This is an optimization exercise on Yosys and OpenROAD, whose aim is a short achievable clock period and few clock cycles, not a production implementation. At most, simulation tests tie the RTL to the original design; equivalence was not proved. Power is estimated from default activity; no workload was simulated.

==> inputs of run a <==
// anc_gump2w334
module anc_gump2w334 (
    input  wire        clk,
    input  wire        rst,
    input  wire        in_valid,
    output wire        in_ready,
    input  wire [31:0] in_data,
    output wire        out_valid,
    input  wire        out_ready,
    output wire [31:0] out_data,
    output wire        out_two
);
Settings: LEC_CHECK=0, CAP_MARGIN=20, CORE_MARGIN=2, CORE_UTILIZATION=40, SLEW_MARGIN=20; clock period 10.0 ns.
standard.sh (not shown) runs the stock make flow with config.mk's settings and CLKGATE_MAP_FILE= SYNTH_SCRIPT=/design/flow/synth_recipe.tcl, a recipe that flattens the netlist after the stock synthesis.
==> flow/flow/run.sh <==
#!/bin/bash
# The standard layout (standard.sh: standard synthesis, floorplan, power
# grid, placement, CTS, routing), with these settings changed:
#  - timing repair aims well below the clock period (setup margin 6.8 ns),
#  - synthesis maps for speed at a 3 ns target,
#  - strong port buffers,
#  - a denser core,
#  - a clock tree of clkbuf_16 with larger sink clusters and balanced levels.
# ORFS writes each step's full log under orfs/logs; make's own output goes to flow.log.
set -euo pipefail
bash standard.sh \
  SETUP_SLACK_MARGIN=6.8 \
  TNS_END_PERCENT=100 \
  ABC_CLOCK_PERIOD_IN_PS=3000 \
  CORE_UTILIZATION=50 \
  "BUFFER_PORTS_ARGS=-buffer_cell sky130_fd_sc_hd__buf_4" \
  "CTS_ARGS=-sink_clustering_enable -repair_clock_nets -sink_clustering_size 25 -sink_clustering_max_diameter 80 -buf_list sky130_fd_sc_hd__clkbuf_16 -balance_levels" \
  finish > flow.log 2>&1
==> inputs of run b, as changes to run a <==
--- a/flow/design.v
+++ b/flow/design.v
@@ -265,127 +265,86 @@
         if (rst) nw4 <= 3'd0;
         else     nw4 <= s3n;
     end
     localparam integer NB = 8;         
     localparam integer DB = D / NB;    
+    localparam integer AW = $clog2(DB);
     reg  [9:0]    mem [0:NB-1][0:DB-1];
     reg  [DB-1:0] wp  [0:NB-1];        
-    reg  [DB-1:0] rp  [0:NB-1];        
+    reg  [AW-1:0] rp  [0:NB-1];        
     reg  [NB-1:0] wr8, rd8;            
     reg  [CW-1:0] count;               
     reg  [CW-1:0] q;                   
+    reg  [1:0]    popq;
     reg           ovalid, otwo;
     reg  [9:0]    od0, od1;
     assign out_valid = ovalid;
     assign out_two   = otwo;
     assign out_data  = {6'b0, od1, 6'b0, od0};
-    wire         xfer = ovalid & out_ready;
-    wire [1:0]   sent = xfer ? (otwo ? 2'd2 : 2'd1) : 2'd0;
+    wire         load  = !ovalid | out_ready;
+    wire [1:0]   avail = (count >= 2) ? 2'd2 : (count == 0) ? 2'd0 : 2'd1;
+    wire [1:0]   pop   = load ? avail : 2'd0;
     reg  [9:0]    bwd [0:NB-1];
     reg           bwe [0:NB-1];
     reg  [9:0]    bhd [0:NB-1];
-    reg  [9:0]    hw [0:3];            
+    reg  [9:0]    head0, head1;
     always @(*) begin
         for (e = 0; e < NB; e = e + 1) begin
             bwd[e] = 10'h000;
             bwe[e] = 1'b0;
             for (k = 0; k < 5; k = k + 1)
                 if (wr8[(e + NB - k) % NB] && nw4 > k) begin
                     bwd[e] = bwd[e] | slot[k];
                     bwe[e] = 1'b1;
                 end
-            bhd[e] = 10'h000;
-            for (k = 0; k < DB; k = k + 1)
-                if (rp[e][k]) bhd[e] = bhd[e] | mem[e][k];
+            bhd[e] = mem[e][rp[e]];
         end
-        for (k = 0; k < 4; k = k + 1) begin
-            hw[k] = 10'h000;
-            for (e = 0; e < NB; e = e + 1)
-                if (rd8[(e + NB - k) % NB]) hw[k] = hw[k] | bhd[e];
+        head0 = 10'h000;
+        head1 = 10'h000;
+        for (e = 0; e < NB; e = e + 1) begin
+            if (rd8[e])                  head0 = head0 | bhd[e];
+            if (rd8[(e + NB - 1) % NB])  head1 = head1 | bhd[e];
         end
     end
     always @(posedge clk) begin
         for (e = 0; e < NB; e = e + 1)
             for (k = 0; k < DB; k = k + 1)
                 if (bwe[e] && wp[e][k]) mem[e][k] <= bwd[e];
     end
-    reg  [2:0]    s3rf;                
-    reg  [3:0]    dec;
-    wire [CW-1:0] qd   = q - dec;
-    wire [CW-1:0] qd5  = q + 4'd5 - dec;
-    wire          rdy0 = (q <= D - 5);
-    wire          rdy1 = (q <= D - 10);
-    reg  [NB-1:0] bpop1, bpop2;
-    always @(*)
-        for (e = 0; e < NB; e = e + 1) begin
-            bpop1[e] = rd8[e];
-            bpop2[e] = rd8[e] | rd8[(e + NB - 1) % NB];
-        end
-    wire c1 = (count >= 1), c2 = (count >= 2), c3 = (count >= 3), c4 = (count >= 4);
-    wire [CW-1:0] cnt_0 = count + nw4;
-    wire [CW-1:0] cnt_1 = count + nw4 - 1'b1;
-    wire [CW-1:0] cnt_2 = count + nw4 - 2'd2;
-    reg rst_q;
-    always @(posedge clk) rst_q <= rst;
-    always @(posedge clk) begin
-        if (rst_q) begin
-            wr8 <= {{(NB-1){1'b0}}, 1'b1};
-            rd8 <= {{(NB-1){1'b0}}, 1'b1};
-            for (e = 0; e < NB; e = e + 1) begin
-                wp[e] <= {{(DB-1){1'b0}}, 1'b1};
-                rp[e] <= {{(DB-1){1'b0}}, 1'b1};
-            end
-        end else begin
-            wr8 <= (wr8 << nw4) | (wr8 >> (NB - nw4));
-            for (e = 0; e < NB; e = e + 1)
-                if (bwe[e]) wp[e] <= {wp[e][DB-2:0], wp[e][DB-1]};
-            if (xfer && !otwo) begin
-                rd8 <= {rd8[NB-2:0], rd8[NB-1]};
-                for (e = 0; e < NB; e = e + 1)
-                    if (bpop1[e]) rp[e] <= {rp[e][DB-2:0], rp[e][DB-1]};
-            end else if (xfer) begin
-                rd8 <= {rd8[NB-3:0], rd8[NB-1:NB-2]};
-                for (e = 0; e < NB; e = e + 1)
-                    if (bpop2[e]) rp[e] <= {rp[e][DB-2:0], rp[e][DB-1]};
-            end
-        end
-    end
+    wire [CW-1:0] qa = q - (s2v ? 3'd5 - (s2c[0] + s2c[1] + s2c[2] + s2c[3]) : 3'd0) - popq;
     always @(posedge clk) begin
-        if (!xfer) begin
-            od0 <= hw[0];
-            od1 <= hw[1];
-        end else if (!otwo) begin
-            od0 <= hw[1];
-            od1 <= hw[2];
-        end else begin
-            od0 <= hw[2];
-            od1 <= hw[3];
+        if (load) begin
+            od0 <= head0;
+            od1 <= head1;
         end
         if (rst) begin
             rdy    <= 1'b1;
             q      <= {CW{1'b0}};
-            dec    <= 4'd0;
-            s3rf   <= 3'd0;
+            popq   <= 2'd0;
+            wr8    <= {{(NB-1){1'b0}}, 1'b1};
+            rd8    <= {{(NB-1){1'b0}}, 1'b1};
+            for (e = 0; e < NB; e = e + 1) begin
+                wp[e] <= {{(DB-1){1'b0}}, 1'b1};
+                rp[e] <= {AW{1'b0}};
+            end
             count  <= {CW{1'b0}};
             ovalid <= 1'b0;
             otwo   <= 1'b0;
         end else begin
-            rdy   <= acc_in ? rdy1 : rdy0;
-            q     <= acc_in ? qd5 : qd;
-            s3rf  <= s2v ? 3'd5 - (s2c[0] + s2c[1] + s2c[2] + s2c[3]) : 3'd0;
-            dec   <= s3rf + sent;
-            if (!xfer) begin
-                count  <= cnt_0;
-                ovalid <= c1;
-                otwo   <= c2;
-            end else if (!otwo) begin
-                count  <= cnt_1;
-                ovalid <= c2;
-                otwo   <= c3;
-            end else begin
-                count  <= cnt_2;
-                ovalid <= c3;
-                otwo   <= c4;
+            rdy   <= acc_in ? (qa <= D - 10) : (qa <= D - 5);
+            q     <= acc_in ? qa + 3'd5 : qa;
+            popq  <= pop;
+            wr8   <= (wr8 << nw4) | (wr8 >> (NB - nw4));
+            rd8   <= (rd8 << pop) | (rd8 >> (NB - pop));
+            for (e = 0; e < NB; e = e + 1) begin
+                if (bwe[e]) wp[e] <= {wp[e][DB-2:0], wp[e][DB-1]};
+                if ((pop != 2'd0 && rd8[e]) || (pop == 2'd2 && rd8[(e + NB - 1) % NB]))
+                    rp[e] <= rp[e] + 1'b1;
+            end
+            count <= count + nw4 - pop;
+            if (load) begin
+                ovalid <= (count != 0);
+                otwo   <= (count >= 2);
             end
         end
     end
 endmodule
==> flow/run.sh (new file) <==
#!/bin/bash
# synth_recipe.tcl (not shown) runs the flow's synth.tcl, then flattens the netlist and writes it again
# the make line also repeats each setting of config.mk as NAME=value (left out here)
make -C /OpenROAD-flow-scripts/flow DESIGN_CONFIG=/design/flow/config.mk WORK_HOME=/design/flow/orfs CLKGATE_MAP_FILE= SYNTH_SCRIPT=/design/flow/synth_recipe.tcl finish
removed: flow/flow/run.sh
removed: flow/standard.sh
==> inputs of run c, as changes to run a <==
--- a/flow/design.v
+++ b/flow/design.v
@@ -265,44 +265,44 @@
         if (rst) nw4 <= 3'd0;
         else     nw4 <= s3n;
     end
     localparam integer NB = 8;         
     localparam integer DB = D / NB;    
+    localparam integer AW = $clog2(DB);
     reg  [9:0]    mem [0:NB-1][0:DB-1];
     reg  [DB-1:0] wp  [0:NB-1];        
-    reg  [DB-1:0] rp  [0:NB-1];        
+    reg  [AW-1:0] rp  [0:NB-1];        
     reg  [NB-1:0] wr8, rd8;            
     reg  [CW-1:0] count;               
     reg  [CW-1:0] q;                   
     reg           ovalid, otwo;
     reg  [9:0]    od0, od1;
     assign out_valid = ovalid;
     assign out_two   = otwo;
     assign out_data  = {6'b0, od1, 6'b0, od0};
-    wire         xfer = ovalid & out_ready;
-    wire [1:0]   sent = xfer ? (otwo ? 2'd2 : 2'd1) : 2'd0;
+    wire         load  = !ovalid | out_ready;
+    wire [1:0]   avail = (count >= 2) ? 2'd2 : (count == 0) ? 2'd0 : 2'd1;
     reg  [9:0]    bwd [0:NB-1];
     reg           bwe [0:NB-1];
     reg  [9:0]    bhd [0:NB-1];
-    reg  [9:0]    hw [0:3];            
+    reg  [9:0]    head0, head1;
     always @(*) begin
         for (e = 0; e < NB; e = e + 1) begin
             bwd[e] = 10'h000;
             bwe[e] = 1'b0;
             for (k = 0; k < 5; k = k + 1)
                 if (wr8[(e + NB - k) % NB] && nw4 > k) begin
                     bwd[e] = bwd[e] | slot[k];
                     bwe[e] = 1'b1;
                 end
-            bhd[e] = 10'h000;
-            for (k = 0; k < DB; k = k + 1)
-                if (rp[e][k]) bhd[e] = bhd[e] | mem[e][k];
+            bhd[e] = mem[e][rp[e]];
         end
-        for (k = 0; k < 4; k = k + 1) begin
-            hw[k] = 10'h000;
-            for (e = 0; e < NB; e = e + 1)
-                if (rd8[(e + NB - k) % NB]) hw[k] = hw[k] | bhd[e];
+        head0 = 10'h000;
+        head1 = 10'h000;
+        for (e = 0; e < NB; e = e + 1) begin
+            if (rd8[e])                  head0 = head0 | bhd[e];
+            if (rd8[(e + NB - 1) % NB])  head1 = head1 | bhd[e];
         end
     end
     always @(posedge clk) begin
         for (e = 0; e < NB; e = e + 1)
             for (k = 0; k < DB; k = k + 1)
@@ -312,80 +312,49 @@
     reg  [3:0]    dec;
     wire [CW-1:0] qd   = q - dec;
     wire [CW-1:0] qd5  = q + 4'd5 - dec;
     wire          rdy0 = (q <= D - 5);
     wire          rdy1 = (q <= D - 10);
-    reg  [NB-1:0] bpop1, bpop2;
+    wire [CW-1:0] cnt_keep = count + nw4;
+    wire [CW-1:0] cnt_pop  = count + nw4 - avail;
+    reg  [NB-1:0] bpop;
     always @(*)
-        for (e = 0; e < NB; e = e + 1) begin
-            bpop1[e] = rd8[e];
-            bpop2[e] = rd8[e] | rd8[(e + NB - 1) % NB];
-        end
-    wire c1 = (count >= 1), c2 = (count >= 2), c3 = (count >= 3), c4 = (count >= 4);
-    wire [CW-1:0] cnt_0 = count + nw4;
-    wire [CW-1:0] cnt_1 = count + nw4 - 1'b1;
-    wire [CW-1:0] cnt_2 = count + nw4 - 2'd2;
-    reg rst_q;
-    always @(posedge clk) rst_q <= rst;
-    always @(posedge clk) begin
-        if (rst_q) begin
-            wr8 <= {{(NB-1){1'b0}}, 1'b1};
-            rd8 <= {{(NB-1){1'b0}}, 1'b1};
-            for (e = 0; e < NB; e = e + 1) begin
-                wp[e] <= {{(DB-1){1'b0}}, 1'b1};
-                rp[e] <= {{(DB-1){1'b0}}, 1'b1};
-            end
-        end else begin
-            wr8 <= (wr8 << nw4) | (wr8 >> (NB - nw4));
-            for (e = 0; e < NB; e = e + 1)
-                if (bwe[e]) wp[e] <= {wp[e][DB-2:0], wp[e][DB-1]};
-            if (xfer && !otwo) begin
-                rd8 <= {rd8[NB-2:0], rd8[NB-1]};
-                for (e = 0; e < NB; e = e + 1)
-                    if (bpop1[e]) rp[e] <= {rp[e][DB-2:0], rp[e][DB-1]};
-            end else if (xfer) begin
-                rd8 <= {rd8[NB-3:0], rd8[NB-1:NB-2]};
-                for (e = 0; e < NB; e = e + 1)
-                    if (bpop2[e]) rp[e] <= {rp[e][DB-2:0], rp[e][DB-1]};
-            end
-        end
-    end
+        for (e = 0; e < NB; e = e + 1)
+            bpop[e] = (avail != 2'd0 && rd8[e]) || (avail == 2'd2 && rd8[(e + NB - 1) % NB]);
     always @(posedge clk) begin
-        if (!xfer) begin
-            od0 <= hw[0];
-            od1 <= hw[1];
-        end else if (!otwo) begin
-            od0 <= hw[1];
-            od1 <= hw[2];
-        end else begin
-            od0 <= hw[2];
-            od1 <= hw[3];
+        if (load) begin
+            od0 <= head0;
+            od1 <= head1;
         end
         if (rst) begin
             rdy    <= 1'b1;
             q      <= {CW{1'b0}};
             dec    <= 4'd0;
             s3rf   <= 3'd0;
+            wr8    <= {{(NB-1){1'b0}}, 1'b1};
+            rd8    <= {{(NB-1){1'b0}}, 1'b1};
+            for (e = 0; e < NB; e = e + 1) begin
+                wp[e] <= {{(DB-1){1'b0}}, 1'b1};
+                rp[e] <= {AW{1'b0}};
+            end
             count  <= {CW{1'b0}};
             ovalid <= 1'b0;
             otwo   <= 1'b0;
         end else begin
             rdy   <= acc_in ? rdy1 : rdy0;
             q     <= acc_in ? qd5 : qd;
             s3rf  <= s2v ? 3'd5 - (s2c[0] + s2c[1] + s2c[2] + s2c[3]) : 3'd0;
-            dec   <= s3rf + sent;
-            if (!xfer) begin
-                count  <= cnt_0;
-                ovalid <= c1;
-                otwo   <= c2;
-            end else if (!otwo) begin
-                count  <= cnt_1;
-                ovalid <= c2;
-                otwo   <= c3;
-            end else begin
-                count  <= cnt_2;
-                ovalid <= c3;
-                otwo   <= c4;
+            dec   <= s3rf + (load ? avail : 2'd0);
+            wr8   <= (wr8 << nw4) | (wr8 >> (NB - nw4));
+            for (e = 0; e < NB; e = e + 1)
+                if (bwe[e]) wp[e] <= {wp[e][DB-2:0], wp[e][DB-1]};
+            count <= load ? cnt_pop : cnt_keep;
+            if (load) begin
+                rd8 <= (rd8 << avail) | (rd8 >> (NB - avail));
+                for (e = 0; e < NB; e = e + 1)
+                    if (bpop[e]) rp[e] <= rp[e] + 1'b1;
+                ovalid <= (count != 0);
+                otwo   <= (count >= 2);
             end
         end
     end
 endmodule
==> flow/flow/run.sh (replaced) <==
#!/bin/bash
set -euo pipefail
bash standard.sh \
  SETUP_SLACK_MARGIN=6.8 \
  TNS_END_PERCENT=100 \
  ABC_CLOCK_PERIOD_IN_PS=3000 \
  CORE_UTILIZATION=55 \
  "BUFFER_PORTS_ARGS=-buffer_cell sky130_fd_sc_hd__buf_4" \
  finish > flow.log 2>&1
==> summary of the runs <==
Critical path depth: run b is higher than run c (16). The lowest routed wire length belongs to run b, the highest to run c. Of run a and run b, run a has the higher global-route usage (gap 10 points). Between run b and run c, the lower register-to-register slack is in run b (gap 1.8 ns). Combinational power, highest first: run c, run b, run a. Non-clock buffer count, highest first: run c, run b, run a.
Testbench counts of run a, summed over its fixed seeds: cycles 12,821.
The RTL of run b and run c was laid out without a check of its function.

[separate check: timing with driven ports]
In the flow no input, the clock included, has a driving cell. The finished layouts below were timed again as built, in two steps. Step 1 (the two cells are an assumption about what drives the block):
set clk [get_ports {clk}]
set_driving_cell -lib_cell sky130_fd_sc_hd__clkbuf_16 $clk
set_driving_cell -lib_cell sky130_fd_sc_hd__buf_2 [delete_from_list [all_inputs] $clk]
Step 2 moves the port delays by t, midway between the first and last clock arrival at a register: inputs arrive t later, outputs are due t later. That takes back most of the time a late clock gives input paths. a / b / c = ideal ports / drivers / drivers and shift; a / b = the first two.
| run | t, ns | slack for setup (ns) | hold WS [ns] | slew at the worst register clock pin (ns) | cell pins on the clock port's net |
|---|---|---|---|---|---|
| run a | 0.945 | 6.567 / 6.469 / 6.034 | 0.346 / 0.346 / 0.346 | 0.11 / 0.11 | 1 |
| run b | 1.014 | 4.089 / 4.164 / 3.150 | 0.326 / 0.326 / 0.326 | 0.07 / 0.07 | 1 |
| run c | 1.042 | 6.120 / 6.024 / 5.835 | 0.326 / 0.326 / 0.326 | 0.07 / 0.07 | 1 |
After both steps setup and hold are still met in every run listed. For run b, which loses most, drivers alone change the setup slack by +0.075 ns; drivers and shift together by -0.939 ns.
